This design comes from an exercise in tuning for small area, a short achievable clock period and few clock cycles on the open sky130 flow, not from production work.
Function was checked by simulation only, so behaviour that the tests miss may differ from the original.
Power figures rest on the tool's default switching activity, not on a simulated workload.

`design/flow/design.v`:
```
module tm_core (
    input  wire        clk,
    input  wire        rst,           
    input  wire [15:0] img_len,       
    output wire        mem_req,
    output wire        mem_we,
    output wire [15:0] mem_addr,
    output wire [15:0] mem_wdata,
    input  wire        mem_gnt,
    input  wire        mem_rvalid,
    input  wire [15:0] mem_rdata,
    output wire [1:0]  status,        
    output wire [2:0]  fault_kind,
    output wire        fault_write,
    output wire [15:0] fault_addr,
    output wire [15:0] ip_o,
    output wire [15:0] len_o
);
    localparam [2:0] F_TRUNC  = 3'd1,
                     F_INVOP  = 3'd2,
                     F_ACCESS = 3'd3,
                     F_DIVZ   = 3'd4,
                     F_MEMEX  = 3'd5,
                     F_ABNORM = 3'd6;
    localparam [2:0] K_OA = 3'd5,
                     K_OB = 3'd6,
                     K_X  = 3'd7;
    localparam [1:0] O_NONE = 2'd0,    
                     O_RAW  = 2'd1,    
                     O_RD   = 2'd2,    
                     O_VAL  = 2'd3;    
    localparam [2:0] X_RUN = 3'd0,     
                     X_MD  = 3'd1,     
                     X_WR  = 3'd2,     
                     X_WD  = 3'd3,     
                     X_FIX = 3'd4;     
    function [16:0] rca;               
        input [15:0] x;
        input [15:0] y;
        input        ci;
        reg   [16:0] c;
        integer      i;
        begin
            c[0] = ci;
            for (i = 0; i < 16; i = i + 1) begin
                rca[i]  = x[i] ^ y[i] ^ c[i];
                c[i+1]  = (x[i] & y[i]) | (c[i] & (x[i] ^ y[i]));
            end
            rca[16] = c[16];
        end
    endfunction
    function geq;                      
        input [15:0] x;
        input [15:0] y;
        reg   [16:0] c;
        integer      i;
        begin
            c[0] = 1'b1;
            for (i = 0; i < 16; i = i + 1)
                c[i+1] = (x[i] & ~y[i]) | (c[i] & (x[i] | ~y[i]));
            geq = c[16];
        end
    endfunction
    function [19:0] cla;               
        input [19:0] x;
        input [19:0] y;
        input        ci;
        reg   [19:0] p, g, c;
        reg   [4:0]  gp, gg;
        reg   [5:0]  gc;
        integer      k, j;
        begin
            p = x ^ y;
            g = x & y;
            for (k = 0; k < 5; k = k + 1) begin
                gp[k] = p[4*k] & p[4*k+1] & p[4*k+2] & p[4*k+3];
                gg[k] = g[4*k+3] | (p[4*k+3] & g[4*k+2]) | (p[4*k+3] & p[4*k+2] & g[4*k+1]) |
                        (p[4*k+3] & p[4*k+2] & p[4*k+1] & g[4*k]);
            end
            gc[0] = ci;
            for (k = 0; k < 5; k = k + 1)
                gc[k+1] = gg[k] | (gp[k] & gc[k]);
            for (k = 0; k < 5; k = k + 1) begin
                c[4*k] = gc[k];
                for (j = 1; j < 4; j = j + 1)
                    c[4*k+j] = g[4*k+j-1] | (p[4*k+j-1] & c[4*k+j-1]);
            end
            cla = p ^ c;
        end
    endfunction
    reg [1:0]  st;
    reg [2:0]  fkind;
    reg        fwrite;
    reg [15:0] ip, len;
    reg        req_r, we_r;
    reg [15:0] addr_r;                
    reg [3:0]  kind_r;
    reg [3:0]  q0, q1, q2;            
    reg [1:0]  cnt;
    reg        cs;                    
    reg [3:0]  opr0, opr1;            
    reg [1:0]  opb, opv;
    reg [15:0] f1;                    
    reg [1:0]  f1v;
    reg [4:0]  cim;                   
    reg [1:0]  pn;                    
    reg        h1;                    
    reg [15:0] a, b, t, acc;          
    reg [1:0]  as, bs;
    reg        abad, bbad;
    reg        tv;
    reg [2:0]  xs;
    reg        drs;                   
    reg [2:0]  icnt;
    reg        chkv, abn_r;           
    reg [3:0]  dls_r;                 
    wire halted = (st != 2'd0);
    wire [3:0] op    = cs ? opr1 : opr0;
    wire       opbad = cs ? opb[1] : opb[0];
    wire       opvc  = cs ? opv[1] : opv[0];
    wire       f1c   = cs ? f1v[1] : f1v[0];
    wire isA  = (op >= 4'd1) && (op <= 4'd5);
    wire isB  = (op >= 4'd6) && (op <= 4'd11);
    wire is5  = isA | isB;
    wire isP  = (op == 4'd13) | (op == 4'd14);        
    wire [2:0] w = (op == 4'd0 || op == 4'd15) ? 3'd1 : (op >= 4'd12) ? 3'd2 : 3'd5;
    wire [16:0] dl    = rca(len, ~ip, 1'b1);          
    wire        abn   = chkv & abn_r;
    wire        trunc = chkv & ({1'b0, dls_r} < {2'b00, w});
    wire        ok    = opvc & chkv & ~abn_r & ~opbad & ~trunc;
    wire [15:0] chk_x = (as == O_RAW) ? a : (bs == O_RAW) ? b : t;
    wire        x_bad = geq(chk_x, len);
    reg  t_bad, tvr;                  
    wire a_done = (as == O_VAL);
    wire b_done = (bs == O_VAL);
    wire afault = (as == O_RD) & abad;
    wire a_res  = ((as == O_RD) & ~abad) | a_done;
    wire bfault = (bs == O_RD) & bbad & a_res;
    wire        sub   = (op != 4'd1) & (op != 4'd14) & (xs != X_FIX);
    wire [15:0] alu_y = (op == 4'd14) ? len : b;
    wire [15:0] alu_q = alu_y ^ {16{sub}};
    wire [19:0] alu_w = cla({4'd0, a}, {4'd0, alu_q}, sub);
    wire [16:0] alu   = alu_w[16:0];
    wire [15:0] ce  = ~(a ^ b);
    wire [15:0] cg  = a & ~b;
    wire [3:0]  gg, ge;
    genvar gi;
    generate for (gi = 0; gi < 4; gi = gi + 1) begin : cmpg
        assign ge[gi] = &ce[4*gi+3:4*gi];
        assign gg[gi] = cg[4*gi+3] | (ce[4*gi+3] & cg[4*gi+2]) |
                        (ce[4*gi+3] & ce[4*gi+2] & cg[4*gi+1]) |
                        (ce[4*gi+3] & ce[4*gi+2] & ce[4*gi+1] & cg[4*gi]);
    end endgenerate
    wire        eq  = &ge;
    wire        gt  = gg[3] | (ge[3] & gg[2]) | (ge[3] & ge[2] & gg[1]) |
                      (ge[3] & ge[2] & ge[1] & gg[0]);
    wire        lt  = ~gt & ~eq;
    reg taken;
    always @(*) begin
        case (op)
            4'd6:    taken = lt;
            4'd7:    taken = lt | eq;
            4'd8:    taken = eq;
            4'd9:    taken = ~eq;
            4'd10:   taken = ~(lt | eq);
            4'd11:   taken = ~lt;
            default: taken = 1'b0;
        endcase
    end
    wire divz = ((op == 4'd4) | (op == 4'd5)) & (b == 16'd0);
    wire        first  = (xs == X_RUN);
    wire        dsml   = (a[15:8] == 8'd0);
    wire [15:0] md_a   = a;
    wire [15:0] md_acc = acc & {16{~first}};
    wire        dskip  = first & dsml & (op != 4'd3);    
    wire [15:0] pp0    = b[0] ? md_a : 16'd0;
    wire [15:0] pp1    = b[1] ? {md_a[14:0], 1'b0} : 16'd0;
    wire [15:0] cs_s   = md_acc ^ pp0 ^ pp1;
    wire [15:0] cs_c   = (md_acc & pp0) | (md_acc & pp1) | (pp0 & pp1);
    wire [19:0] m2w    = cla({4'd0, cs_s}, {4'd0, cs_c[14:0], 1'b0}, 1'b0);
    wire [16:0] m2     = {1'b0, m2w[15:0]};
    wire [15:0] mb_n   = {2'b00, b[15:2]};
    wire        md_rs  = drs & ~first;
    wire [17:0] dx1    = {md_rs, md_acc, md_a[15]};
    wire [17:0] dy1    = md_rs ? {2'b00, b} : ~{2'b00, b};
    wire [19:0] ds1w   = cla({2'b00, dx1}, {2'b00, dy1}, ~md_rs);
    wire [17:0] ds1    = ds1w[17:0];
    wire [17:0] dx2    = {ds1[16:0], md_a[14]};
    wire [17:0] dy2    = ds1[17] ? {2'b00, b} : ~{2'b00, b};
    wire [19:0] ds2w   = cla({2'b00, dx2}, {2'b00, dy2}, ~ds1[17]);
    wire [17:0] ds2    = ds2w[17:0];
    wire        ge1    = ~ds1[17];
    wire        ge2    = ~ds2[17];
    wire [15:0] r2s    = ds2[15:0];
    wire [15:0] q_n    = {md_a[13:0], ge1, ge2};
    wire        md_done = (op == 4'd3) ? (mb_n == 16'd0) : (~first & (icnt == 3'd1));
    wire [15:0] md_res  = (op == 4'd3) ? m2[15:0] : ((op == 4'd4) ? q_n : r2s);
    wire        md_fix  = (op == 4'd5);                    
    wire [3:0] opn   = cs ? opr0 : opr1;
    wire       opnv  = cs ? opv[0] : opv[1];
    wire       opnb  = cs ? opb[0] : opb[1];
    wire       f1nc  = cs ? f1v[0] : f1v[1];
    wire       nA    = opnv & ~opnb & (opn >= 4'd1) & (opn <= 4'd5);
    wire       nB    = opnv & ~opnb & (opn >= 4'd6) & (opn <= 4'd11);
    wire       n1w   = opnv & (opnb | opn == 4'd0 | opn == 4'd15);
    wire       n2w   = opnv & ~opnb & (opn >= 4'd12) & (opn <= 4'd14);
    wire wpend = req_r & we_r;
    wire bfree = ~req_r | mem_gnt;
    wire rd_ok = ({1'b0, cnt} + {2'd0, req_r & ~we_r}) <= 3'd2;
    wire x_ok = isA & a_done & b_done & tvr & ~divz & ~t_bad;
    reg        h_c;
    reg [1:0]  h_st;
    reg [2:0]  h_k;
    reg        h_w;
    reg [15:0] h_a;
    always @(*) begin
        h_c = 1'b1; h_st = 2'd2; h_k = 3'd0; h_w = 1'b0; h_a = 16'd0;
        if (abn)                              h_k = F_ABNORM;
        else if (opvc & chkv & opbad)         h_k = F_INVOP;
        else if (opvc & trunc)                h_k = F_TRUNC;
        else if (ok & (op == 4'd15))          h_st = 2'd1;
        else if (ok & afault)                 begin h_k = F_ACCESS; h_a = a; end
        else if (ok & bfault)                 begin h_k = F_ACCESS; h_a = b; end
        else if (ok & isA & a_done & b_done & tvr & divz)
                                              h_k = F_DIVZ;
        else if (ok & isA & a_done & b_done & tvr & t_bad)
                                              begin h_k = F_ACCESS; h_w = 1'b1; h_a = t; end
        else if (ok & (op == 4'd14) & al_v & al_c)
                                              h_k = F_MEMEX;
        else                                  h_c = 1'b0;
    end
    wire halt_now = ~halted & h_c & ~wpend;
    wire        run    = ok & ~halted;
    wire        r_add  = run & (xs == X_RUN) & x_ok & ((op == 4'd1) | (op == 4'd2));
    wire        r_md   = run & (((xs == X_RUN) & x_ok & (op >= 4'd3) & ~dskip) | (xs == X_MD)) & md_done & ~md_fix;
    wire        r_fx   = run & (xs == X_FIX);
    wire        res_c  = r_add | r_md | r_fx;
    wire [15:0] res    = r_add ? alu[15:0] : r_fx ? (drs ? alu[15:0] : a) : md_res;
    wire        w_go   = (res_c | (run & (xs == X_WR))) & bfree;
    wire br_done = run & isB & a_done & b_done & tv;
    wire go_done = run & (op == 4'd12) & f1c;
    wire ig_done = run & (op == 4'd13) & a_done;
    reg  al_c, al_v;                  
    wire al_done = run & (op == 4'd14) & al_v & ~al_c;
    wire nop_done= run & (op == 4'd0);
    wire ngo   = (opn == 4'd12) & opnv & ~opnb & f1nc & ~h1 & (dls_r >= 4'd7) &
                 ~((xs == X_WD) & (pn != 2'd0) & (t == ipw));
    wire adv_r = (run & (xs == X_WD)) | (br_done & ~taken);
    wire adv5  = adv_r & ~ngo;
    wire [11:0] ip_hi1 = ip[15:4] + 12'd1;
    wire [4:0]  ipw_lo = {1'b0, ip[3:0]} + {2'b00, w};
    wire [15:0] ipw    = {ipw_lo[4] ? ip_hi1 : ip[15:4], ipw_lo[3:0]};
    reg        redir;
    reg [15:0] tgt;
    always @(*) begin
        redir = ~halt_now;
        tgt   = t;
        if (br_done & taken)   tgt = t;
        else if (go_done | (adv_r & ngo)) tgt = f1;
        else if (ig_done)      tgt = a;
        else if (al_done | nop_done) tgt = ipw;
        else                   redir = 1'b0;
    end
    wire kill = redir | halt_now;
    wire [4:0] c_need = ~opvc                     ? 5'b11111 :
                        (opbad | (w == 3'd1))     ? 5'b00001 :
                        (w == 3'd2)               ? 5'b00011 : 5'b11111;
    wire [4:0] c_left = c_need & ~cim;
    function [2:0] pick;
        input [4:0] lf;      
        input       ia;      
        input       ib;      
        input [1:0] fl;      
        input       fk;
        begin
            if (lf[0])                          pick = 3'd0;
            else if (lf[1])                     pick = 3'd1;
            else if (ia & fk & fl[0] & lf[3])   pick = 3'd3;
            else if (ia & fk & fl[1] & lf[4])   pick = 3'd4;
            else if (ia & ~fk & lf[3])          pick = 3'd3;
            else if (ib & fk & fl[1] & ~fl[0] & lf[3]) pick = 3'd3;
            else if (lf[2])                     pick = 3'd2;
            else if (lf[3])                     pick = 3'd3;
            else                                pick = 3'd4;
        end
    endfunction
    wire [2:0] c_k = pick(c_left, opvc & isA, opvc & isB, f1[1:0], f1c);
    wire [4:0] n_need = n1w ? 5'b00001 : n2w ? 5'b00011 : 5'b11111;
    wire [4:0] n_left = n_need & ~{3'b000, pn[1], pn[1] | pn[0]};
    wire [2:0] n_k    = pick(n_left, nA, nB, f1[1:0], f1nc);
    wire f1_free = is5 & f1c & (as[1] | (as == O_VAL)) & (bs[1] | (bs == O_VAL));
    wire n_ok    = opvc & is5 & ~opbad;
    wire n0_rdy  = n_ok & (pn == 2'd0);
    wire n1_rdy  = n_ok & (pn == 2'd1) & f1_free & (isB | tv);
    reg        r_go;
    reg [15:0] r_base;
    reg [3:0]  r_ofs;
    reg        r_fix;                  
    reg [3:0]  r_kind;
    always @(*) begin
        r_go = 1'b1; r_base = a; r_ofs = 4'd0; r_fix = 1'b1; r_kind = {cs, K_X};
        if (redir) begin
            r_base = tgt; r_kind = {cs, 3'd0};
        end else if (adv5) begin
            r_go = |n_left; r_fix = 1'b0; r_ofs = 4'd5 + {1'b0, n_k}; r_kind = {~cs, n_k};
        end else if (as == O_RAW) begin
            r_base = a; r_kind = {cs, K_OA};
        end else if (bs == O_RAW) begin
            r_base = b; r_kind = {cs, K_OB};
        end else if (|c_left) begin
            r_fix = 1'b0; r_ofs = {1'b0, c_k}; r_kind = {cs, c_k};
        end else if (n0_rdy) begin
            r_fix = 1'b0; r_ofs = 4'd5; r_kind = {~cs, 3'd0};
        end else if (n1_rdy) begin
            r_fix = 1'b0; r_ofs = 4'd6; r_kind = {~cs, 3'd1};
        end else begin
            r_go = 1'b0;
        end
    end
    wire [4:0]  r_lo   = {1'b0, ip[3:0]} + {1'b0, r_ofs};
    wire [15:0] r_addr = r_fix ? r_base : {r_lo[4] ? ip_hi1 : ip[15:4], r_lo[3:0]};
    wire        rd_go  = ~halted & ~halt_now & ~w_go & r_go & rd_ok & bfree;
    wire       rv    = mem_rvalid & (cnt != 2'd0);
    wire       rs    = q0[3];
    wire [2:0] rk    = (kill | q0[2:0] == K_X) ? K_X : q0[2:0];
    function [3:0] drop;
        input [3:0] tg;
        input       k;
        begin
            drop = k ? {tg[3], K_X} : tg;
        end
    endfunction
    always @(posedge clk) begin
        if (adv5 && !kill) begin
            abn_r <= (dls_r == 4'd5);
            dls_r <= dls_r - 4'd5;
        end else begin
            abn_r <= ~dl[16] | (dl[15:0] == 16'd0);
            dls_r <= (dl[15:4] != 12'd0) ? 4'd15 : dl[3:0];
        end
        if (rst) begin
            st     <= 2'd0;
            fkind  <= 3'd0;
            fwrite <= 1'b0;
            ip     <= 16'd0;
            len    <= img_len;
            req_r  <= 1'b0;
            we_r   <= 1'b0;
            cnt    <= 2'd0;
            cs     <= 1'b0;
            opv    <= 2'b00;
            f1v    <= 2'b00;
            cim    <= 5'd0;
            pn     <= 2'd0;
            h1     <= 1'b0;
            as     <= O_NONE;
            bs     <= O_NONE;
            abad   <= 1'b0;
            bbad   <= 1'b0;
            tv     <= 1'b0;
            xs     <= X_RUN;
            chkv   <= 1'b0;
        end else begin
            chkv <= ~kill;
            t_bad <= x_bad;
            al_c  <= alu[16];
            al_v  <= a_done & ~kill & ~adv5;
            tvr   <= tv & ~kill & ~adv5 & (as != O_RAW) & (bs != O_RAW);
            begin : tq
                reg [3:0] q [0:2];
                reg [1:0] c;
                q[0] = drop(q0, kill);
                q[1] = drop(q1, kill);
                q[2] = drop(q2, kill);
                c = cnt;
                if (rv) begin
                    q[0] = q[1]; q[1] = q[2];
                    c = c - 2'd1;
                end
                if (req_r && !we_r && mem_gnt) begin
                    case (c)
                        2'd0:    q[0] = drop(kind_r, kill);
                        2'd1:    q[1] = drop(kind_r, kill);
                        default: q[2] = drop(kind_r, kill);
                    endcase
                    c = c + 2'd1;
                end
                q0 <= q[0]; q1 <= q[1]; q2 <= q[2];
                cnt <= c;
            end
            if (halt_now) begin
                req_r  <= 1'b0;
                we_r   <= 1'b0;
                addr_r <= h_a;
            end else if (bfree) begin
                if (w_go) begin
                    req_r  <= 1'b1;
                    we_r   <= 1'b1;
                    addr_r <= t;
                    kind_r <= {cs, K_X};
                end else if (rd_go) begin
                    req_r  <= 1'b1;
                    we_r   <= 1'b0;
                    addr_r <= r_addr;
                    kind_r <= r_kind;
                end else begin
                    req_r  <= 1'b0;
                    we_r   <= 1'b0;
                end
            end else begin
                kind_r <= drop(kind_r, kill);
            end
            if (halt_now) begin
                st     <= h_st;
                fkind  <= h_k;
                fwrite <= h_w;
            end
            begin : ist
                reg [4:0] m;
                reg [1:0] p, ov, fv;
                reg [1:0] sa, sb;
                reg       sv, ba, bb, k1;
                m = cim; p = pn; ov = opv; fv = f1v;
                sa = as; sb = bs; sv = tv; ba = abad; bb = bbad; k1 = h1;
                if (kill) begin
                    m = 5'd0; p = 2'd0; ov = 2'b00; fv = 2'b00;
                    sa = O_NONE; sb = O_NONE; sv = 1'b0; ba = 1'b0; bb = 1'b0;
                    k1 = 1'b0;
                    if (redir) ip <= tgt;
                end else if (adv5) begin
                    ip <= ipw;
                    cs <= ~cs;
                    m  = {3'b000, pn[1], pn[1] | pn[0]};
                    p  = 2'd0;
                    ov[cs] = 1'b0; fv[cs] = 1'b0;
                    sa = O_NONE; sb = O_NONE; sv = 1'b0; ba = 1'b0; bb = 1'b0;
                    k1 = 1'b0;
                end
                if (!kill && !adv5 && opvc && isP && f1c && as == O_NONE) begin
                    a <= f1; sa = O_RAW;
                end
                if (rv) begin
                    case (rk)
                        3'd0: if (!ov[rs]) begin
                            if (rs) opr1 <= mem_rdata[3:0]; else opr0 <= mem_rdata[3:0];
                            opb[rs] <= (mem_rdata[15:4] != 12'd0);
                            ov[rs] = 1'b1;
                        end
                        3'd1: if (!fv[rs]) begin
                            f1 <= mem_rdata; fv[rs] = 1'b1;
                        end
                        3'd2: if (isA) begin
                            t <= mem_rdata; sv = 1'b1;
                        end else if (isB) begin
                            a <= mem_rdata; sa = f1[0] ? O_RAW : O_VAL;
                        end
                        3'd3: if (isA) begin
                            a <= mem_rdata; sa = f1[0] ? O_RAW : O_VAL;
                        end else if (isB) begin
                            b <= mem_rdata; sb = f1[1] ? O_RAW : O_VAL;
                        end
                        3'd4: if (isA) begin
                            b <= mem_rdata; sb = f1[1] ? O_RAW : O_VAL;
                        end else if (isB) begin
                            t <= mem_rdata; sv = 1'b1;
                        end
                        K_OA: if (!abad) begin a <= mem_rdata; sa = O_VAL; end
                        K_OB: if (!bbad) begin b <= mem_rdata; sb = O_VAL; end
                        default: ;
                    endcase
                end
                if (!kill && adv5 && xs == X_WD) begin
                    if (pn != 2'd0 && t == ipw) begin
                        if (cs) opr0 <= acc[3:0]; else opr1 <= acc[3:0];
                        opb[~cs] <= (acc[15:4] != 12'd0);
                        ov[~cs] = 1'b1;
                    end
                    if (h1 && pn == 2'd2) begin
                        f1 <= acc; fv[~cs] = 1'b1;
                    end
                end
                if (!kill && !adv5 && as == O_RAW) ba = x_bad;
                if (!kill && !adv5 && as != O_RAW && bs == O_RAW) bb = x_bad;
                if (!kill && !adv5 && req_r && !we_r && kind_r[3] != cs && kind_r[2:0] == 3'd1)
                    k1 = (t == addr_r) & isA;
                if (rd_go) begin
                    if (kill || adv5) begin
                        m = m | (5'd1 << r_kind[2:0]);
                    end else if (r_kind[2:0] == K_OA) begin
                        sa = O_RD;
                    end else if (r_kind[2:0] == K_OB) begin
                        sb = O_RD;
                    end else if (r_kind[3] != cs) begin
                        p = p + 2'd1;
                    end else begin
                        m = m | (5'd1 << r_kind[2:0]);
                    end
                end
                cim <= m; pn <= p; opv <= ov; f1v <= fv;
                as <= sa; bs <= sb; tv <= sv; abad <= ba; bbad <= bb;
                h1 <= k1;
            end
            if (kill || adv5) begin
                xs <= X_RUN;
            end else if (run) begin
                case (xs)
                    X_RUN: if (x_ok && op >= 4'd3) begin
                        if (dskip) begin
                            acc  <= 16'd0;
                            a    <= {a[7:0], 8'd0};
                            icnt <= 3'd4;
                        end else begin
                            acc  <= (op == 4'd3) ? m2[15:0] : r2s;
                            a    <= (op == 4'd3) ? {md_a[13:0], 2'b00} : q_n;
                            if (op == 4'd3) b <= mb_n;
                            icnt <= 3'd7;
                        end
                        drs  <= 1'b0;
                        if (!dskip) drs <= ds2[16];
                        xs   <= X_MD;
                    end
                    X_MD: begin
                        acc  <= (op == 4'd3) ? m2[15:0] : r2s;
                        a    <= (op == 4'd3) ? {md_a[13:0], 2'b00} : q_n;
                        if (op == 4'd3) b <= mb_n;
                        drs  <= ds2[16];
                        icnt <= icnt - 3'd1;
                        if (md_done && md_fix) begin
                            a  <= r2s;
                            xs <= X_FIX;
                        end
                    end
                    X_WR: ;
                    default: ;
                endcase
                if (res_c) begin
                    acc <= res;
                    xs  <= bfree ? X_WD : X_WR;
                end else if (xs == X_WR && bfree) begin
                    xs  <= X_WD;
                end
            end
            if (al_done) len <= alu[15:0];
        end
    end
    assign mem_req     = req_r;
    assign mem_we      = we_r;
    assign mem_addr    = addr_r;
    assign mem_wdata   = acc;
    assign status      = st;
    assign fault_kind  = fkind;
    assign fault_write = fwrite;
    assign fault_addr  = addr_r;
    assign ip_o        = ip;
    assign len_o       = len;
endmodule
```
`design/flow/flow/run.sh`:
```
#!/bin/bash
set -euo pipefail
bash standard.sh SETUP_SLACK_MARGIN=22 "BUFFER_PORTS_ARGS=-buffer_cell sky130_fd_sc_hd__buf_4" finish > layout.log 2>&1
```
`design/flow/standard.sh`:
```
#!/bin/bash
# synth_recipe.tcl (not shown) runs the flow's synth.tcl, then flattens the netlist and writes it again
# the make line also repeats each setting of config.mk as NAME=value (left out here)
make -C /OpenROAD-flow-scripts/flow DESIGN_CONFIG=/design/flow/config.mk WORK_HOME=/design/flow/orfs CLKGATE_MAP_FILE= SYNTH_SCRIPT=/design/flow/synth_recipe.tcl "${@:-finish}"
```
`design/flow/config.mk`:
```
export PLATFORM = sky130hd
export DESIGN_NAME = tm_core
export DESIGN_NICKNAME = tm_core
export VERILOG_FILES = /design/flow/design.v
export SDC_FILE = /design/flow/constraint.sdc
export NUM_CORES = 4
export LEC_CHECK = 0
export CAP_MARGIN = 20
export CORE_MARGIN = 2
export CORE_UTILIZATION = 55
export PLACE_DENSITY = 0.7
export SLEW_MARGIN = 20
```
`design/flow/constraint.sdc`:
```
create_clock -name core_clock -period 30.0 [get_ports {clk}]
set_input_delay 6.0000 -clock core_clock [delete_from_list [all_inputs] [get_ports {clk}]]
set_output_delay 6.0000 -clock core_clock [all_outputs]
set_load 0.01 [all_outputs]
```
==> out/results.txt, run 1 <==
asr flop ratio synth: 0%
I/O Pins: 124
Reg2Reg Setup Slack: 22250 ps
Placed Cells: 3076
max-cap violations: 0
Seq/Total Area, Yosys: 25.8%
critical path peak fanout: 16
count leader, synth: nand2_1
RSZ-0062 raised after global routing: no
CP Capture Type: flip-flop
maximum clock rate: 127 MHz
total number of vias: 21600
initial DRC count: 3192
CTS tree: built
CTS max path bufs: 3
ANT cells: 0
routed wire length: 90000 µm
skew final: 13.4 ps
Simple-Gate Fraction of Synth Area: 19.3%
cell with the largest stage delay on the worst path: nor2b_1
largest family of logic cells by synthesized area: compound AO/OA/AOI/OAI gates
GRT overflow: 0
Synth Area in XOR/XNOR: 5.75%
Hold Path Class: flip-flop to flip-flop
post-synthesis mux area share: 7.56%
Synth Area in Compound Gates: 21.6%
top cell type's share of synthesized area: 20.6%
Syn Inst Count: 2583
site row count: 72
max layer used: met5
leak pwr: 0.00927 µW
Post-DP HPWL: 69200 µm
synthesized cell area: 21300 µm²
clk slew on worst S/H paths: 60 ps
fraction of layout cells with a size suffix above 1: 13.3%
Hold Slack: 454 ps
Fin. Hold Viols: 0
startpoint type of the worst setup path: primary input
H-Tree Depth: 1
Slew HR: 21.0%
adder-cell area share of the yosys netlist: 13.5%
DRC: 0
outcome: no timing/DRC/antenna violations
Crit Path Class: primary input to flip-flop
synth cell count leaders: nand2_1, nor2_1, a21oi_1
CP Data Required Time: 30290 ps
post-route ant nets: 0
Tmin final: 7900 ps
Setup Viol. Count Final: 0
initial antenna violation count: 2
Worst EP arrival: 8190 ps
full die area: 40300 µm²
DR vias/cell: 6.89
core box area: 38500 µm²
Chip Width: 201 µm
Synth Flop Type: edfxtp_1
wire length per cell: 28.7 µm
Critical Path Max Stage Delay: 680 ps
cts hold-fix bufs: 0
worst skew pair latency: 570 ps
Syn-to-layout area delta: 10.3%
Slew @ Worst Pin: 1180 ps
number of global-route vias before repair: 20400
syn avg cell area: 8.24 µm²
Final Max Tran Viols: 0
Peak supply drop: 0.0000319 V
met2 WL: 38400 µm
count of cell types in the netlist: 107
final net count: 2816
Root Buffer: clkbuf_16
CP most frequent cell: buf_4
clock sinks: 201
pwr dens: 51.6 nW/µm²
synth top area cells: edfxtp_1, fa_1, ha_1
TNS Setup: 0 ps
final cell count without fillers: 3139
global-route wire length before repair: 133000 µm
Final period util: 26.3%
Starting Density: 55.4%
cell taking the most area after synthesis: edfxtp_1
total iterations of the first detailed-routing run: 6
Die Ht: 201 µm
synth warn: 2
Mapped Nets: 2798
cells along the critical path: buf_4 > nor2b_1 > nand3_2 > nor4b_4 > buf_4 > mux2i_1 > a21oi_1
DRT met1 WL: 33700 µm
Post-synth EDFFs: 146
Synth Register Bits: 201
IO buf count: 123
met3 WL: 11700 µm
global placement routability congestion: 1.02
CTS Buf Count: 26
largest net degree at the start of global routing: 65
global-route usage over all layers: 43.6%
-- path summary, 6_finish.rpt --
| path | startpoint | end | cells after the start |
|---|---|---|---|
| min | fwrite | fwrite | 2 |
| min reg2reg | fwrite | fwrite | 2 |
| max reg2reg | cs | addr_r[14] | 27 |
| max | mem_rvalid | f1[5] | 7 |
-- power breakdown --
part	switching (µW)	internal, µW
clock	136	192
combinational	288	189
sequential	61.4	346
total	485	727
-- metal layers --
layer | vias up | global-route usage (%)
met4 | 4 | 25.1
li1 | 9353 | -
met5 | - | 0
met1 | 10200 | 58.4
met2 | 1655 | 66.1
met3 | 361 | 8.38
-- cell type report --
type                    count  area (µm²)
repair buffers            187        1430
clock buffers              36         749
clock inverters            12         121
multi-input cells        2047       14500
flip-flops and latches    201        5490
inverters                 138         526
well taps                 518         648
fillers                  3501       15000
-- registers in the layout (all words and copies together) (netlist names), 3 cells and up --
name,flops
b,16
a,16
opr0,4
q1,4
ip,16
q0,4
len,16
acc,16
addr_r,16
icnt,3
t,16
dls_r,4
xs,3
q2,4
f1,16
cim,5
kind_r,4
fkind,3
opr1,4
-- through the flow --
step	util [%]	setup WS [ps]	total power (µW)	instance area (µm²)
after floorplan	-	22020	699	21300
final	61.1	22100	1210	23500
after global placement	58.3	21690	858	22400
after global routing	61.1	22020	1260	23500
after CTS	60.7	22020	1190	23400
after detailed placement	58.3	21570	867	22400
-- placed cells by master, fill, tap and decap left out, types with 27 or more instances in the layout --
master,count
fa_1,76
a21oi_1,195
nor2_1,234
nor3_1,60
mux2_2,46
a21o_1,31
o22ai_1,30
xnor2_1,70
mux2i_1,109
inv_1,133
nand2_1,287
xor2_1,62
nand2b_1,33
nor4_1,33
buf_4,183
nand3_1,42
o211ai_1,47
ha_1,103
a211oi_1,36
edfxtp_1,146
dfxtp_1,51
clkbuf_16,27
o21ai_0,157
-- cell families after synthesis --
group           after synthesis
compound gates              715
xor+xnor                    135
mux                         155
fa+ha+maj                   185
buf+inv                     336
flops                       201
simple gates                856
-- what timing repair did --
action | CTS | global route
endpoints found under the setup margin | 12 | 24
buffers inserted | 4 | 10
pin swaps | 0 | 2
endpoints found under the hold margin | 0 | 0
gates resized for setup | 5 | 16
cloned | 0 | 1
-- worst max-delay path: cells and delay by family --
family	cells	cell delay (ps)
AOI/OAI and AO/OA	1	100
buffers and inverters	2	440
muxes	1	250
and+or+nand+nor	3	1380
Testbench counts, summed over its fixed seeds: cycles 663,258.
==> inputs of run 2 (changes only) <==
==> design/flow/flow/run.sh (replaced) <==
#!/bin/bash
set -euo pipefail
bash standard.sh SETUP_SLACK_MARGIN=22.5 "BUFFER_PORTS_ARGS=-buffer_cell sky130_fd_sc_hd__buf_4" finish > layout.log 2>&1
--- a/design/flow/config.mk
+++ b/design/flow/config.mk
@@ -7,6 +7,6 @@
 export LEC_CHECK = 0
 export CAP_MARGIN = 20
 export CORE_MARGIN = 2
-export CORE_UTILIZATION = 55
-export PLACE_DENSITY = 0.7
+export CORE_UTILIZATION = 40
+export PLACE_DENSITY = 0.6
 export SLEW_MARGIN = 20
==> run 2 against run 1 <==
Effect of this change: maximum frequency increased by 5.9%; area after synthesis unchanged; clock power decreased by 4%; global-route usage decreased by 12 points; highest routed layer is now met4; largest cell class unchanged; setup slack improved by 440 ps.
==> out/results.txt, run 2 <==
CTS tree: built (unchanged)
Root Buffer: clkbuf_16 (unchanged)
asr flop ratio synth: 0% (unchanged)
cell internal pwr: 725 µW (was 727 µW)
GR peak layer: met2 (unchanged)
Chip Width: 235 µm (was 201 µm)
Hold Path Class: flip-flop to flip-flop (unchanged)
count leader, synth: nand2_1 (unchanged)
Slew HR: 29.2% (was 21.0%)
cells along the critical path: buf_4 (was buf_4 > nor2b_1 > nand3_2 > nor4b_4 > buf_4 > mux2i_1 > a21oi_1)
GRT overflow: 0 (unchanged)
CP Data Required Time: 24000 ps (was 30290 ps)
cell family with most CP delay: flip-flops (was simple AND/OR/NAND/NOR gates)
Worst EP arrival: 1460 ps (was 8190 ps)
most common cell after layout, fill and taps aside: nand2_1 (unchanged)
critical path peak fanout: 12 (was 16)
power share of the clock group: 26.1% (was 27.0%)
initial DRC count: 2954 (was 3192)
clk slew on worst S/H paths: 60 ps (about the same)
combinational cell fraction of total power: 40.1% (was 39.3%)
Tmin final: 7460 ps (was 7900 ps)
Area after DPL: 22700 µm² (was 22400 µm²)
leak pwr: 0.00932 µW (was 0.00927 µW)
Crit Path Class: flip-flop to output port (was primary input to flip-flop)
RSZ-0062 raised after global routing: yes (was no)
outcome: no timing/DRC/antenna violations (unchanged)
Reg power frac: 33.8% (was 33.7%)
global-route usage over all layers: 32.0% (was 43.6%)
Final Max Tran Viols: 0 (unchanged)
Slew @ Worst Pin: 1060 ps (was 1180 ps)
final cell count without fillers: 3311 (was 3139)
Mapped Nets: 2798 (unchanged)
I/O Pins: 124 (unchanged)
Syn-to-layout area delta: 12.5% (was 10.3%)
fraction of layout cells with a size suffix above 1: 14.9% (was 13.3%)
Setup Viol. Count Final: 0 (unchanged)
total number of vias: 21500 (was 21600)
routed wire length: 91900 µm (was 90000 µm)
met1 usage: 44.9% (was 58.4%)
cts hold-fix bufs: 0 (unchanged)
Fillers: 5122 (was 3501)
DRC: 0 (unchanged)
ANT cells: 0 (unchanged)
routing usage on met3: 4.78% (was 8.38%)
largest net degree at the start of global routing: 64 (was 65)
synth top area cells: edfxtp_1, fa_1, ha_1 (unchanged)
clock sinks: 201 (unchanged)
maximum clock rate: 134 MHz (was 127 MHz)
CP Capture Type: output port (was flip-flop)
skew final: 12.5 ps (was 13.4 ps)
global-route wire length before repair: 135000 µm (was 133000 µm)
Synth Flop Type: edfxtp_1 (unchanged)
synthesized cell area: 21300 µm² (unchanged)
initial antenna violation count: 0 (was 2)
H-Tree Depth: 1 (unchanged)
DR vias/cell: 6.49 (was 6.89)
synth cell count leaders: nand2_1, nor2_1, a21oi_1 (unchanged)
fin area: 24000 µm² (was 23500 µm²)
Seq/Total Area, Yosys: 25.8% (unchanged)
final net count: 2820 (was 2816)
global placement routability congestion: 1.00 (was 1.02)
worst skew pair latency: 560 ps (was 570 ps)
Placed Cells: 3240 (was 3076)
met2 global-route usage: 49.3% (was 66.1%)
startpoint type of the worst setup path: flip-flop (was primary input)
Sw Ratio: 40.0% (about the same)
cell with the largest stage delay on the worst path: dfxtp_1 (was nor2b_1)
Psw: 483 µW (was 485 µW)
wire length per cell: 27.8 µm (was 28.7 µm)
CTS Buf Count: 25 (was 26)
synth warn: 2 (unchanged)
max-cap violations: 0 (unchanged)
Post-DP HPWL: 70100 µm (was 69200 µm)
count of cell types in the netlist: 107 (unchanged)
Syn Inst Count: 2583 (unchanged)
Synth Register Bits: 201 (unchanged)
full die area: 55100 µm² (was 40300 µm²)
Final period util: 24.9% (was 26.3%)
Pwr Total: 1210 µW (about the same)
Starting Density: 40.5% (was 55.4%)
Fin. Hold Viols: 0 (unchanged)
pwr dens: 50.4 nW/µm² (was 51.6 nW/µm²)
Buffers & Inverters on Critical Path: 1 (was 2)
post-route ant nets: 0 (unchanged)
Peak supply drop: 0.0000334 V (was 0.0000319 V)
number of global-route vias before repair: 20200 (was 20400)
IO buf count: 123 (unchanged)
site row count: 84 (was 72)
most frequent cells in the layout: nand2_1, nor2_1, a21oi_1, buf_4, o21ai_0 (unchanged)
core box area: 52600 µm² (was 38500 µm²)
cell taking the most area after synthesis: edfxtp_1 (unchanged)
syn avg cell area: 8.24 µm² (unchanged)
top cell type's share of synthesized area: 20.6% (unchanged)
Post-synth EDFFs: 146 (unchanged)
CTS max path bufs: 3 (unchanged)
total iterations of the first detailed-routing run: 7 (was 6)
Die Ht: 235 µm (was 201 µm)
Critical Path Max Stage Delay: 680 ps (about the same)
TNS Setup: 0 ps (unchanged)
## run 2: path summary, 6_finish.rpt
kind	start	to	slack, ps	depth (start not counted)
setup / recovery	ip[13]	ip_o[13]	22540	1
hold / removal	fwrite	fwrite	460	2
setup reg to reg	len[0]	dls_r[0]	22690	23
hold reg to reg	fwrite	fwrite	460	2
## run 2: cells by family after synthesis
family	share of synthesized area (%)
AOI/OAI and AO/OA	21.6
buffers and inverters	6.54
muxes	7.56
adders and majority gates	13.5
xor gates and xnor gates	5.75
DFF	25.8
and+or+nand+nor	19.3
## run 2: layer usage
| layer | vias up | share of wire, % |
|---|---|---|
| met1 | 10400 | 41 |
| met5 | - | 0 |
| met3 | 240 | 11 |
| met4 | 0 | 4.9 |
| met2 | 1514 | 44 |
| li1 | 9359 | - |
## run 2: power groups by stage
stage,clock (µW),combinational (µW),sequential (µW)
3_5_place_dp,0,460,411
3_3_place_gp,0,451,410
5_1_grt,325,526,410
6_report,315,484,408
2_1_floorplan,0,332,377
4_1_cts,316,468,405
## run 2: area by class of cell
cell class | count | area (µm²) | share of cell area (%)
clock buffers | 32 | 702 | 2.93
clock inverters | 13 | 116 | 0.486
inverters | 138 | 532 | 2.22
multi-input cells | 2047 | 14700 | 61.4
flip-flops and latches | 201 | 5500 | 23.0
well taps | 688 | 861 | 3.59
repair buffers | 192 | 1530 | 6.39
## run 2: worst reg2reg max path, stage by stage, from the launching register on
cell and delay [ps]:
edfxtp_1 400, inv_2 80, ha_1 200, fa_1 410, fa_2 350, fa_1 360
inv_1 70, fa_1 160, inv_1 90, fa_1 390, fa_1 390, fa_2 360
fa_1 390, fa_2 360, fa_2 340, fa_1 390, fa_1 390, fa_1 390
fa_1 390, fa_1 500, nand4_1 130, nor3_4 360, buf_4 180, a31oi_1 70
## run 2: timing repair
action / 4_1_cts / 5_1_grt
cloned: 1 / 1
gates resized for setup: 36 / 34
endpoints found under the setup margin: 114 / 74
buffers inserted: 12 / 12
pin swaps: 3 / 13
## run 2: metrics by stage
step / hold slack [ps] / util [%] / setup slack [ps]
2_1_floorplan: 448 / - / 22360
4_1_cts: 465 / 45.1 / 22490
3_3_place_gp: 444 / 43.1 / 21550
6_report: 456 / 45.6 / 22540
3_5_place_dp: 457 / 43.2 / 21360
5_1_grt: 496 / 45.6 / 22430
==> inputs of run 3 (changes only) <==
--- a/design/flow/design.v
+++ b/design/flow/design.v
@@ -243,10 +243,7 @@
     reg  al_c, al_v;                  
     wire al_done = run & (op == 4'd14) & al_v & ~al_c;
     wire nop_done= run & (op == 4'd0);
-    wire ngo   = (opn == 4'd12) & opnv & ~opnb & f1nc & ~h1 & (dls_r >= 4'd7) &
-                 ~((xs == X_WD) & (pn != 2'd0) & (t == ipw));
-    wire adv_r = (run & (xs == X_WD)) | (br_done & ~taken);
-    wire adv5  = adv_r & ~ngo;
+    wire adv5  = (run & (xs == X_WD)) | (br_done & ~taken);
     wire [11:0] ip_hi1 = ip[15:4] + 12'd1;
     wire [4:0]  ipw_lo = {1'b0, ip[3:0]} + {2'b00, w};
     wire [15:0] ipw    = {ipw_lo[4] ? ip_hi1 : ip[15:4], ipw_lo[3:0]};
@@ -256,7 +253,7 @@
         redir = ~halt_now;
         tgt   = t;
         if (br_done & taken)   tgt = t;
-        else if (go_done | (adv_r & ngo)) tgt = f1;
+        else if (go_done)      tgt = f1;
         else if (ig_done)      tgt = a;
         else if (al_done | nop_done) tgt = ipw;
         else                   redir = 1'b0;
==> run 3 against run 2 <==
Effect of this change: combinational power up 21%; setup slack better by 52 ps; power up 12%.
==> out/results.txt, run 3 <==
outcome: no timing/DRC/antenna violations (unchanged)
Root Buffer: clkbuf_16 (unchanged)
Syn Inst Count: 2374 (was 2583)
core box area: 49200 µm² (was 52600 µm²)
startpoint type of the worst setup path: flip-flop (unchanged)
Slew HR: 25.7% (was 29.2%)
RSZ-0062 raised after global routing: yes (unchanged)
final net count: 2645 (was 2820)
global-route wire length before repair: 121000 µm (was 135000 µm)
global placement routability congestion: 0.958 (was 1.00)
max-cap violations: 0 (unchanged)
asr flop ratio synth: 0% (unchanged)
Area after DPL: 21600 µm² (was 22700 µm²)
number of global-route vias before repair: 18600 (was 20200)
Peak supply drop: 0.0000373 V (was 0.0000334 V)
clock sinks: 201 (unchanged)
initial DRC count: 2386 (was 2954)
CTS max path bufs: 3 (unchanged)
Pwr Total: 1350 µW (was 1210 µW)
GRT overflow: 0 (unchanged)
CTS tree: built (unchanged)
largest net degree at the start of global routing: 54 (was 64)
IO buf count: 123 (unchanged)
Post-DP HPWL: 62700 µm (was 70100 µm)
Die Ht: 228 µm (was 235 µm)
Fin. Hold Viols: 0 (unchanged)
Tmin final: 7410 ps (was 7460 ps)
I/O Pins: 124 (unchanged)
fraction of layout cells with a size suffix above 1: 15.1% (was 14.9%)
ANT cells: 0 (unchanged)
Final period util: 24.7% (was 24.9%)
synthesized cell area: 20000 µm² (was 21300 µm²)
total number of vias: 19300 (was 21500)
critical path peak fanout: 4 (was 12)
CP Capture Type: output port (unchanged)
CP Data Required Time: 24000 ps (about the same)
Synth Flop Type: edfxtp_1 (unchanged)
most frequent cells in the layout: nor2_1, nand2_1, buf_4, a21oi_1, o21ai_0 (was nand2_1, nor2_1, a21oi_1, buf_4, o21ai_0)
synth cell count leaders: nor2_1, nand2_1, a21oi_1 (was nand2_1, nor2_1, a21oi_1)
Final Max Tran Viols: 0 (unchanged)
global-route usage over all layers: 30.3% (was 32.0%)
DR vias/cell: 6.21 (was 6.49)
skew final: 16.2 ps (was 12.5 ps)
Synth Register Bits: 201 (unchanged)
maximum clock rate: 135 MHz (was 134 MHz)
syn avg cell area: 8.44 µm² (was 8.24 µm²)
cell taking the most area after synthesis: edfxtp_1 (unchanged)
routed wire length: 80500 µm (was 91900 µm)
Starting Density: 40.7% (was 40.5%)
total iterations of the first detailed-routing run: 6 (was 7)
count of cell types in the netlist: 95 (was 107)
site row count: 81 (was 84)
Slew @ Worst Pin: 1100 ps (was 1060 ps)
wire length per cell: 25.9 µm (was 27.8 µm)
fin area: 22900 µm² (was 24000 µm²)
count leader, synth: nor2_1 (was nand2_1)
TNS Setup: 0 ps (unchanged)
CTS Buf Count: 26 (was 25)
most common cell after layout, fill and taps aside: nor2_1 (was nand2_1)
leak pwr: 0.00948 µW (was 0.00932 µW)
full die area: 51900 µm² (was 55100 µm²)
synth warn: 2 (unchanged)
top cell type's share of synthesized area: 21.9% (was 20.6%)
Crit Path Class: flip-flop to output port (unchanged)
synth top area cells: edfxtp_1, fa_1, ha_1 (unchanged)
Mapped Nets: 2588 (was 2798)
Syn-to-layout area delta: 14.2% (was 12.5%)
post-route ant nets: 0 (unchanged)
worst skew pair latency: 580 ps (was 560 ps)
Chip Width: 228 µm (was 235 µm)
pwr dens: 58.9 nW/µm² (was 50.4 nW/µm²)
Hold Path Class: flip-flop to flip-flop (unchanged)
DRC: 0 (unchanged)
Post-synth EDFFs: 146 (unchanged)
H-Tree Depth: 1 (unchanged)
Worst EP arrival: 1410 ps (was 1460 ps)
clk slew on worst S/H paths: 60 ps (about the same)
Setup Viol. Count Final: 0 (unchanged)
initial antenna violation count: 1 (was 0)
Seq/Total Area, Yosys: 27.4% (was 25.8%)
[run 3: logic make-up (layout without fill, tap and decap cells)]
| group | count (synthesis) | count (layout) | synth area share [%] |
|---|---|---|---|
| AND/OR/NAND/NOR | 771 | 771 | 18.1 |
| AO/OA/AOI/OAI | 655 | 655 | 21.5 |
| buffers and inverters | 295 | 371 | 6.02 |
| flip-flops | 201 | 201 | 27.4 |
| adder cells (fa/ha/maj) | 179 | 179 | 14.0 |
| XOR/XNOR | 139 | 139 | 6.08 |
| multiplexers | 134 | 134 | 6.94 |
[run 3: stage by stage]
| stage | std cells | util [%] | hold WS (ps) | setup WS [ps] |
|---|---|---|---|---|
| after detailed placement | 3051 | 44.0 | 456 | 21100 |
| after floorplan | 2374 | - | 429 | 22170 |
| after CTS | 3111 | 46.2 | 466 | 22400 |
| final | 3114 | 46.5 | 465 | 22590 |
| after global routing | 3114 | 46.5 | 501 | 22350 |
| after global placement | 3051 | 44.0 | 450 | 21190 |
[run 3: repair_timing]
| item | CTS | global route |
|---|---|---|
| hold buffers | 0 | 0 |
| gates cloned | 1 | 0 |
| endpoints found under the setup margin | 75 | 34 |
| pin swaps | 5 | 6 |
| gates resized for setup | 9 | 37 |
| setup buffers | 12 | 3 |
[run 3: cell type report]
cell class	count	area (µm²)
clock buffers	29	693
clock inverters	18	194
fillers	4749	26300
inverters	132	507
multi-input cells	1878	13600
flip-flops and latches	201	5490
well taps	664	831
repair buffers	191	1490
repair inverters	1	5.00
[run 3: metal layers]
metal	global-route usage [%]	vias up	part of all wire, %
li1	-	8688	-
met1	42.8	9332	42
met2	46.1	1135	43
met3	5.29	176	10
met4	11.9	0	4.3
met5	0	-	0
[run 3: final timing paths]
check	start	endpoint	slack [ps]	cells past startpoint
max	len[0]	len_o[0]	22590	2
min	fkind[0]	fkind[0]	460	2
max reg2reg	len[0]	dls_r[1]	22690	24
min reg2reg	fkind[0]	fkind[0]	460	2
[run 3: critical path, cell delays in order, from the launching register on]
cell      delay [ps]
edfxtp_1         470
buf_4            200
buf_4            160
[run 3: power by group]
| part | internal [µW] | switching, µW | leakage [µW] |
|---|---|---|---|
| Sequential | 356 | 70.2 | 0.00186 |
| Combinational | 241 | 345 | 0.00719 |
| Clock | 199 | 135 | 0.000437 |
| Total | 797 | 550 | 0.00948 |
Testbench counts of run 3, summed over its fixed seeds: cycles 672,363.
==> inputs of run 4 (changes only) <==
==> design/flow/flow/run.sh (replaced) <==
#!/bin/bash
set -euo pipefail
bash standard.sh SETUP_SLACK_MARGIN=22.7 "BUFFER_PORTS_ARGS=-buffer_cell sky130_fd_sc_hd__buf_4" finish > layout.log 2>&1
==> run 4 against run 3 <==
Effect of this change: synthesized cell count unchanged; first-iteration DRC count decreased by 3.6%; still clean; largest power group unchanged; clock skew increased by 5.5 ps; count of clock-buffer cells in the layout unchanged; sequential power about the same; via count increased by 1.3%; power increased by 2.5%.
==> out/results.txt, run 4 <==
Mapped Nets: 2588 (unchanged)
Hold Path Class: flip-flop to flip-flop (unchanged)
Final period util: 24.4% (was 24.7%)
synth warn: 2 (unchanged)
initial DRC count: 2301 (was 2386)
Reg power frac: 30.9% (was 31.7%)
r2r endpoint: dls_r[1] (unchanged)
global-route usage over all layers: 30.8% (was 30.3%)
Sw Ratio: 41.0% (was 40.8%)
Starting Density: 40.7% (unchanged)
startpoint type of the worst setup path: flip-flop (unchanged)
Psw: 566 µW (was 550 µW)
cell with the largest stage delay on the worst path: edfxtp_1 (unchanged)
syn avg cell area: 8.44 µm² (unchanged)
final cell count without fillers: 3164 (was 3114)
CP Capture Type: output port (unchanged)
clock sinks: 201 (unchanged)
global-route wire length before repair: 122000 µm (was 121000 µm)
Tmin final: 7310 ps (was 7410 ps)
Syn-to-layout area delta: 17.6% (was 14.2%)
critical path peak fanout: 4 (unchanged)
CTS tree: built (unchanged)
GRT overflow: 0 (unchanged)
cell family with most CP delay: flip-flops (unchanged)
clk slew on worst S/H paths: 60 ps (about the same)
Fillers: 4710 (was 4749)
worst skew pair latency: 570 ps (was 580 ps)
number of global-route vias before repair: 18500 (was 18600)
FF-to-FF Start: len[0] (unchanged)
core box area: 49200 µm² (unchanged)
CP Data Required Time: 24000 ps (about the same)
cell taking the most area after synthesis: edfxtp_1 (unchanged)
cells along the critical path: buf_6 (was buf_4 > buf_4)
I/O Pins: 124 (unchanged)
Critical Path Max Stage Delay: 540 ps (was 470 ps)
Worst EP arrival: 1310 ps (was 1410 ps)
Chip Width: 228 µm (unchanged)
Synth Flop Type: edfxtp_1 (unchanged)
end of the critical path: len_o[1] (was len_o[0])
fraction of layout cells with a size suffix above 1: 18.4% (was 15.1%)
outcome: no timing/DRC/antenna violations (unchanged)
combinational cell fraction of total power: 44.9% (was 43.5%)
Crit Path Class: flip-flop to output port (unchanged)
count of cell types in the netlist: 95 (unchanged)
routed wire length: 82600 µm (was 80500 µm)
CTS max path bufs: 3 (unchanged)
TNS Setup: 0 ps (unchanged)
most frequent cells in the layout: nor2_1, nand2_1, buf_4, a21oi_1, edfxtp_1 (was nor2_1, nand2_1, buf_4, a21oi_1, o21ai_0)
H-Tree Depth: 1 (unchanged)
IO buf count: 123 (unchanged)
global placement routability congestion: 0.983 (was 0.958)
Post-DP HPWL: 62900 µm (was 62700 µm)
top cell type's share of synthesized area: 21.9% (unchanged)
asr flop ratio synth: 0% (unchanged)
max-cap violations: 0 (unchanged)
ANT cells: 0 (unchanged)
Reg2Reg Setup Slack: 22930 ps (was 22690 ps)
cts hold-fix bufs: 0 (unchanged)
Post-synth EDFFs: 146 (unchanged)
Slew @ Worst Pin: 1150 ps (was 1100 ps)
Placed Cells: 3050 (was 3051)
Root Buffer: clkbuf_16 (unchanged)
Crit path depth: 1 (was 2)
leak pwr: 0.00985 µW (was 0.00948 µW)
total number of vias: 19600 (was 19300)
Pwr Total: 1380 µW (was 1350 µW)
largest net degree at the start of global routing: 62 (was 54)
total iterations of the first detailed-routing run: 6 (unchanged)
Peak supply drop: 0.0000375 V (was 0.0000373 V)
synthesized cell area: 20000 µm² (unchanged)
skew final: 21.7 ps (was 16.2 ps)
DR vias/cell: 6.19 (was 6.21)
full die area: 51900 µm² (unchanged)
cell internal pwr: 814 µW (was 797 µW)
Slew HR: 23.2% (was 25.7%)
Synth Register Bits: 201 (unchanged)
wire length per cell: 26.1 µm (was 25.9 µm)
Final Max Tran Viols: 0 (unchanged)
Buffers & Inverters on Critical Path: 1 (was 2)
Die Ht: 228 µm (unchanged)
site row count: 81 (unchanged)
Setup Viol. Count Final: 0 (unchanged)
maximum clock rate: 137 MHz (was 135 MHz)
count leader, synth: nor2_1 (unchanged)
cell depth of the worst flop-to-flop path: 25 (was 24)
post-route ant nets: 0 (unchanged)
CTS Buf Count: 26 (unchanged)
power share of the clock group: 24.3% (was 24.8%)
initial antenna violation count: 1 (unchanged)
Seq/Total Area, Yosys: 27.4% (unchanged)
RSZ-0062 raised after global routing: yes (unchanged)
DRC: 0 (unchanged)
Fin. Hold Viols: 0 (unchanged)
synth cell count leaders: nor2_1, nand2_1, a21oi_1 (unchanged)
most common cell after layout, fill and taps aside: nor2_1 (unchanged)
Critical Path Source: len[1] (was len[0])
synth top area cells: edfxtp_1, fa_1, ha_1 (unchanged)
final net count: 2694 (was 2645)
Syn Inst Count: 2374 (unchanged)
pwr dens: 58.6 nW/µm² (was 58.9 nW/µm²)
run 4: cell types whose count changed in the layout (fill, tap and decap cells not counted), sizes merged:
cell	previous run	this run
buf	191	240
clkbuf	29	30
clkinv	13	14
clkinvlp	5	3
inv	129	130
run 4: kinds of logic after synthesis:
logic type / Yosys count / share of synthesized area (%)
AND/OR/NAND/NOR: 771 / 18.1
AO/OA/AOI/OAI: 655 / 21.5
buffers and inverters: 295 / 6.02
flip-flops: 201 / 27.4
adder cells (fa/ha/maj): 179 / 14.0
XOR/XNOR: 139 / 6.08
multiplexers: 134 / 6.94
run 4: power groups by stage:
stage               Sequential [µW]  Combinational, µW  Clock (µW)
global placement                428                560           0
floorplan                       395                405           0
CTS                             423                594         338
detailed placement              430                570           0
global route                    429                673         346
finish                          426                619         335
run 4: routing by layer:
layer  part of all wire [%]  vias to the layer above  GRT usage (%)
met5                 0.0085                        -              0
met4                    4.4                        2           12.3
met3                     10                      182           6.48
met2                     43                     1141           46.9
met1                     42                     9501           42.6
li1                       -                     8759              -
run 4: layout make-up:
class	count	area, µm²	area share, %
multi-input combinational	1878	13900	58.9
sequential	201	5510	23.4
timing repair buffer	241	1940	8.23
tap	664	831	3.53
clock buffer	29	693	2.94
inverter	132	507	2.15
clock inverter	19	194	0.824
run 4: timing repair:
| action | in CTS | in global routing |
|---|---|---|
| pin swaps | 12 | 26 |
| cloned | 0 | 1 |
| endpoints found under the setup margin | 190 | 43 |
| resized for setup | 42 | 43 |
| buffers inserted | 47 | 18 |
run 4: worst min-delay path, stage by stage (launching register included):
cell and delay, ps:
dfxtp_1 310, nand2_1 50, a21oi_1 50
run 4: per-stage QoR:
stage	util [%]	hold slack, ps	setup WS [ps]	area (µm²)
after floorplan	-	429	22170	20300
after global placement	44.3	445	21280	21800
after detailed placement	44.3	464	21210	21800
after CTS	47.2	473	22530	23200
after global routing	47.9	494	22550	23500
final	47.9	469	22690	23500
run 4: how the worst min path moves through the flow:
stage                     startpoint  endpoint  depth (start not counted)
after detailed placement    fkind[0]  fkind[0]                          2
final                       fkind[0]  fkind[0]                          2
after floorplan               cim[4]    cim[4]                          2
after global placement      fkind[0]  fkind[0]                          2
after CTS                   fkind[0]  fkind[0]                          2
after global routing        fkind[0]  fkind[0]                          2

[separate check: timing with driven ports]
No port has a modelled driver above. Below, the same layouts with a new extraction and two added sets of constraints. Step 1 (the two cells are an assumption about what drives the block):
set clk [get_ports {clk}]
set_driving_cell -lib_cell sky130_fd_sc_hd__clkbuf_16 $clk
set_driving_cell -lib_cell sky130_fd_sc_hd__buf_2 [delete_from_list [all_inputs] $clk]
Step 2 adds t to the input delays and takes it off the output delays; t is the mean of the earliest and latest rising clock arrival at the registers after step 1. Input paths then give back, and output paths get back, about the clock's delay inside the block. Three values: ideal ports, drivers, drivers and shift; two values: the first two.
run	shift t [ns]	setup slack, ns	worst hold slack (ns)	clock arrival spread, ns	worst slew at a driven data input, ns
run 1	0.626	22.102 / 22.138 / 21.512	0.454 / 0.454 / 0.454	0.014 / 0.014	0.04
run 2	0.608	22.542 / 22.485 / 22.064	0.456 / 0.456 / 0.456	0.013 / 0.012	0.04
run 3	0.626	22.595 / 22.540 / 22.014	0.465 / 0.465 / 0.465	0.016 / 0.016	0.05
run 4	0.619	22.689 / 22.632 / 22.190	0.469 / 0.469 / 0.469	0.022 / 0.022	0.05
After both steps every run listed still meets setup and hold. The setup slack of run 1, which loses most, moves by +0.036 ns with the drivers and by -0.590 ns with both steps.
